Source: an optimization exercise on an open RTL-to-GDS flow (aim: small area). Production flows keep margins and buffers that such runs may drop. Only simulation tests tie the RTL to the original design; equivalence was not proved.

==> flow/design.v (excerpt) <==
module piacom_rch (
    input  wire        clk,
    input  wire        rst_n,
    input  wire        op_valid,
    input  wire [31:0] op_word,
    output wire        op_ready,
    output wire [2:0]  fault,
    output reg         started,
    input  wire        sw_n,
    output wire        sw_pullup,
    output reg         rst_out,
    output reg         rst_oe,
    output reg         tclk,
    output reg         tclk_oe,
    output reg         stb,
    output reg         stb_oe,
    input  wire        rdy,
    output reg         rtr,
    output reg         rtr_oe,
    input  wire        da,
    output reg         exp_init,
    output reg         exp_req,
    output reg         exp_we,
    output reg         exp_dev,
    output reg  [1:0]  exp_reg,
    output reg  [7:0]  exp_wdata,
    input  wire        exp_ack,
    input  wire [7:0]  exp_rdata,
    output reg         ser_init,
    input  wire        rx_avail,
    input  wire [7:0]  rx_data,
    output reg         rx_pop,
    output reg         tx_valid,
    output reg  [7:0]  tx_data,
    input  wire        tx_ready,
    output reg         have,
    output reg  [7:0]  rxb
);
Size in the first run: roughly 530 cells after synthesis, about 0.0040 mm2 of cells after synthesis.
export LEC_CHECK = 0
export CAP_MARGIN = 20
export CORE_MARGIN = 2
export CORE_UTILIZATION = 40
export CTS_BUF_LIST = sky130_fd_sc_hd__clkbuf_8
export SLEW_MARGIN = 20
create_clock -name core_clock -period 10.0 [get_ports {clk}]
standard.sh (not shown) runs the stock make flow with config.mk's settings and CLKGATE_MAP_FILE= SYNTH_SCRIPT=/design/flow/synth_recipe.tcl, a recipe that flattens the netlist after the stock synthesis.
==> flow/flow/run.sh <==
#!/bin/bash
# Layout flow: the standard synthesis, then its logic (not its
# flip-flops) re-mapped for area with Yosys/ABC, then the standard ORFS
# layout with the smallest buffer on each port and a clock tree of small
# buffers.  Each tool's output goes to a log file in the work folder.
set -euo pipefail
WORK=$(pwd)
R=$WORK/orfs/results/$FLOW_PLATFORM/piacom_rch/base
LIB=$FLOW_HOME/platforms/$FLOW_PLATFORM/lib/sky130_fd_sc_hd__tt_025C_1v80.lib
YOSYS=$(command -v yosys || echo "$FLOW_HOME/../tools/install/yosys/bin/yosys")

export BUFFER_PORTS_ARGS="-buffer_cell sky130_fd_sc_hd__buf_1"
export CTS_ARGS="-sink_clustering_enable -repair_clock_nets -buf_list sky130_fd_sc_hd__clkbuf_8 -dont_use_dummy_load"

# 1. standard synthesis
bash standard.sh synth > "$WORK/synth.log" 2>&1

# 2. re-map the logic, keeping flip-flops and tie cells as they are
cp "$R/1_2_yosys.v" "$R/1_2_yosys_std.v"
DONT_USE=$(grep -o 'cell ("sky130_fd_sc_hd__[a-z0-9_]*")' "$LIB" | grep -E 'lpflow|probe' | sed 's/cell ("//; s/")//' | tr '\n' ' ')
KEEP=$(grep -o 'sky130_fd_sc_hd__[a-z0-9_]*' "$R/1_2_yosys_std.v" | sort -u | grep -E '__(e?df|sdf|dl|conb)' | tr '\n' ' ')
LIB="$LIB" DONT_USE="$DONT_USE" NETLIST="$R/1_2_yosys_std.v" TOP="$FLOW_TOP" KEEP_CELLS="$KEEP" \
  ABC_SCRIPT="$WORK/flow/area.abc" OUT="$R/1_2_yosys.v" \
  "$YOSYS" -c "$WORK/flow/remap.tcl" > "$WORK/remap.log" 2>&1
python3 "$WORK/flow/qnames.py" "$R/1_2_yosys_std.v" "$R/1_2_yosys.v" > "$WORK/qnames.log" 2>&1
rm -f "$R/1_synth.odb" "$R/1_synth.sdc"

# 3. layout from the re-mapped netlist
bash standard.sh > "$WORK/layout.log" 2>&1
==> flow/flow/area.abc <==
&get -n
&st
&syn2
&dch -f
&nf -R 1000
&put
mfs2 -a
strash
&get -n
&st
&syn2
&dch -f
&nf -R 1000
&put
mfs2 -a
strash
&get -n
&st
&dch -f
&nf -R 1000
&put
topo
==> flow/flow/qnames.py <==
#!/usr/bin/env python3
"""Give each kept flip-flop's output net in the re-mapped netlist the name it
had in the standard synthesis.  Usage: qnames.py original.v remapped.v"""
import re, sys

def flops(text):
    res = {}
    for m in re.finditer(r'^\s*(sky130_fd_sc_hd__\w+)\s+(\S+)\s*\((.*?)\);', text, re.M | re.S):
        cell, name, body = m.groups()
        if re.search(r'__(e?df|sdf|dl)', cell):
            q = re.search(r'\.Q\(\s*(.*?)\s*\)', body)
            if q:
                res[name] = q.group(1).strip()
    return res

orig = open(sys.argv[1]).read()
new = open(sys.argv[2]).read()
fo, fn = flops(orig), flops(new)
ren = {}
for inst, q in fn.items():
    if inst in fo and fo[inst] != q and (fo[inst].startswith('\\') or '[' not in fo[inst]):
        ren[q] = fo[inst]
def tok(n):
    return n + ' ' if n.startswith('\\') else n
def sub(m):
    n = m.group(0).strip()
    return tok(ren[n]) if n in ren else m.group(0)
# identifiers: escaped (to whitespace) or plain
new2 = re.sub(r'\\\S+\s|\b[A-Za-z_][\w$]*\b', sub, new)
# a renamed net may now be declared twice
seen = set()
out = []
for line in new2.split('\n'):
    m = re.match(r'^\s*wire\s+(\\\S+|\w+)\s*;', line)
    if m:
        if m.group(1) in seen:
            continue
        seen.add(m.group(1))
    out.append(line)
open(sys.argv[2], 'w').write('\n'.join(out))
print(f'renamed {len(ren)} flip-flop outputs')
==> flow/flow/remap.tcl <==
# Re-map the standard synthesis's logic for area. Flip-flops and tie cells
# are kept as they are: same instances, names and cell types.
yosys -import
set lib $::env(LIB)
read_liberty -ignore_miss_func $lib
read_verilog $::env(NETLIST)
hierarchy -top $::env(TOP)
foreach c $::env(KEEP_CELLS) { blackbox $c }
flatten
yosys rename -hide {w:*.*}
opt -purge
set du {}
foreach c $::env(DONT_USE) { lappend du -dont_use $c }
abc -script $::env(ABC_SCRIPT) -liberty $lib {*}$du
setundef -zero
splitnets
opt_clean -purge
hilomap -singleton -hicell sky130_fd_sc_hd__conb_1 HI -locell sky130_fd_sc_hd__conb_1 LO
insbuf -buf sky130_fd_sc_hd__buf_1 A X
opt_clean -purge
hierarchy -top $::env(TOP)
stat -liberty $lib
write_verilog -noattr -noexpr -nohex -nodec $::env(OUT)
The baseline completed with no timing, DRC or antenna violations.
Edit:
--- a/flow/flow/run.sh
+++ b/flow/flow/run.sh
@@ -18,7 +18,6 @@
 # 2. re-map the logic, keeping flip-flops and tie cells as they are
 cp "$R/1_2_yosys.v" "$R/1_2_yosys_std.v"
-DONT_USE=$(grep -o 'cell ("sky130_fd_sc_hd__[a-z0-9_]*")' "$LIB" | grep -E 'lpflow|probe' | sed 's/cell ("//; s/")//' | tr '\n' ' ')
 KEEP=$(grep -o 'sky130_fd_sc_hd__[a-z0-9_]*' "$R/1_2_yosys_std.v" | sort -u | grep -E '__(e?df|sdf|dl|conb)' | tr '\n' ' ')
-LIB="$LIB" DONT_USE="$DONT_USE" NETLIST="$R/1_2_yosys_std.v" TOP="$FLOW_TOP" KEEP_CELLS="$KEEP" \
+LIB="$LIB" NETLIST="$R/1_2_yosys_std.v" TOP="$FLOW_TOP" KEEP_CELLS="$KEEP" \
   ABC_SCRIPT="$WORK/flow/area.abc" OUT="$R/1_2_yosys.v" \
   "$YOSYS" -c "$WORK/flow/remap.tcl" > "$WORK/remap.log" 2>&1
==> flow/flow/area.abc (replaced) <==
strash
dch
map -a
mfs2
strash
dch
map -a
topo
--- a/flow/flow/qnames.py
+++ b/flow/flow/qnames.py
@@ -19,5 +19,5 @@
 ren = {}
 for inst, q in fn.items():
-    if inst in fo and fo[inst] != q and (fo[inst].startswith('\\') or '[' not in fo[inst]):
+    if inst in fo and fo[inst] != q:
         ren[q] = fo[inst]
 def tok(n):
--- a/flow/flow/remap.tcl
+++ b/flow/flow/remap.tcl
@@ -8,9 +8,6 @@
 foreach c $::env(KEEP_CELLS) { blackbox $c }
 flatten
-yosys rename -hide {w:*.*}
 opt -purge
-set du {}
-foreach c $::env(DONT_USE) { lappend du -dont_use $c }
-abc -script $::env(ABC_SCRIPT) -liberty $lib {*}$du
+abc -script $::env(ABC_SCRIPT) -liberty $lib
 setundef -zero
 splitnets
==> flow/flow/remap.ys (new file) <==
# Re-map the standard synthesis's logic for area, keeping its flip-flops
# (same instances, names and cell types) untouched.
read_liberty -ignore_miss_func $::env(LIB)
read_verilog -overwrite $::env(NETLIST)
hierarchy -top $::env(TOP)
This time the run died in netlist read-in after synthesis (1_synth).

[separate check: timing with driven ports]
Ports are ideal in the flow. The routed layout listed here was re-timed in OpenROAD.
Step 1 assumes that a clkbuf_16 drives the clock port and a buf_2 every other input.
Step 2 adds t to the input delays and takes it off the output delays; t is the mean of the earliest and latest rising clock arrival at the registers after step 1. Input paths then give back, and output paths get back, about the clock's delay inside the block.
Slacks: no drivers / after step 1 / after step 2; pairs: no drivers / after step 1.
run: the first run
shift t [ns]: 0.373
setup slack, ns: 5.836 / 5.802 / 5.716
worst setup path after step 2: input to register
cell pins on the clock port's net: 1
After both steps the first run still meets setup and hold. The setup slack of the first run moves by -0.034 ns with the drivers and by -0.120 ns with both steps.
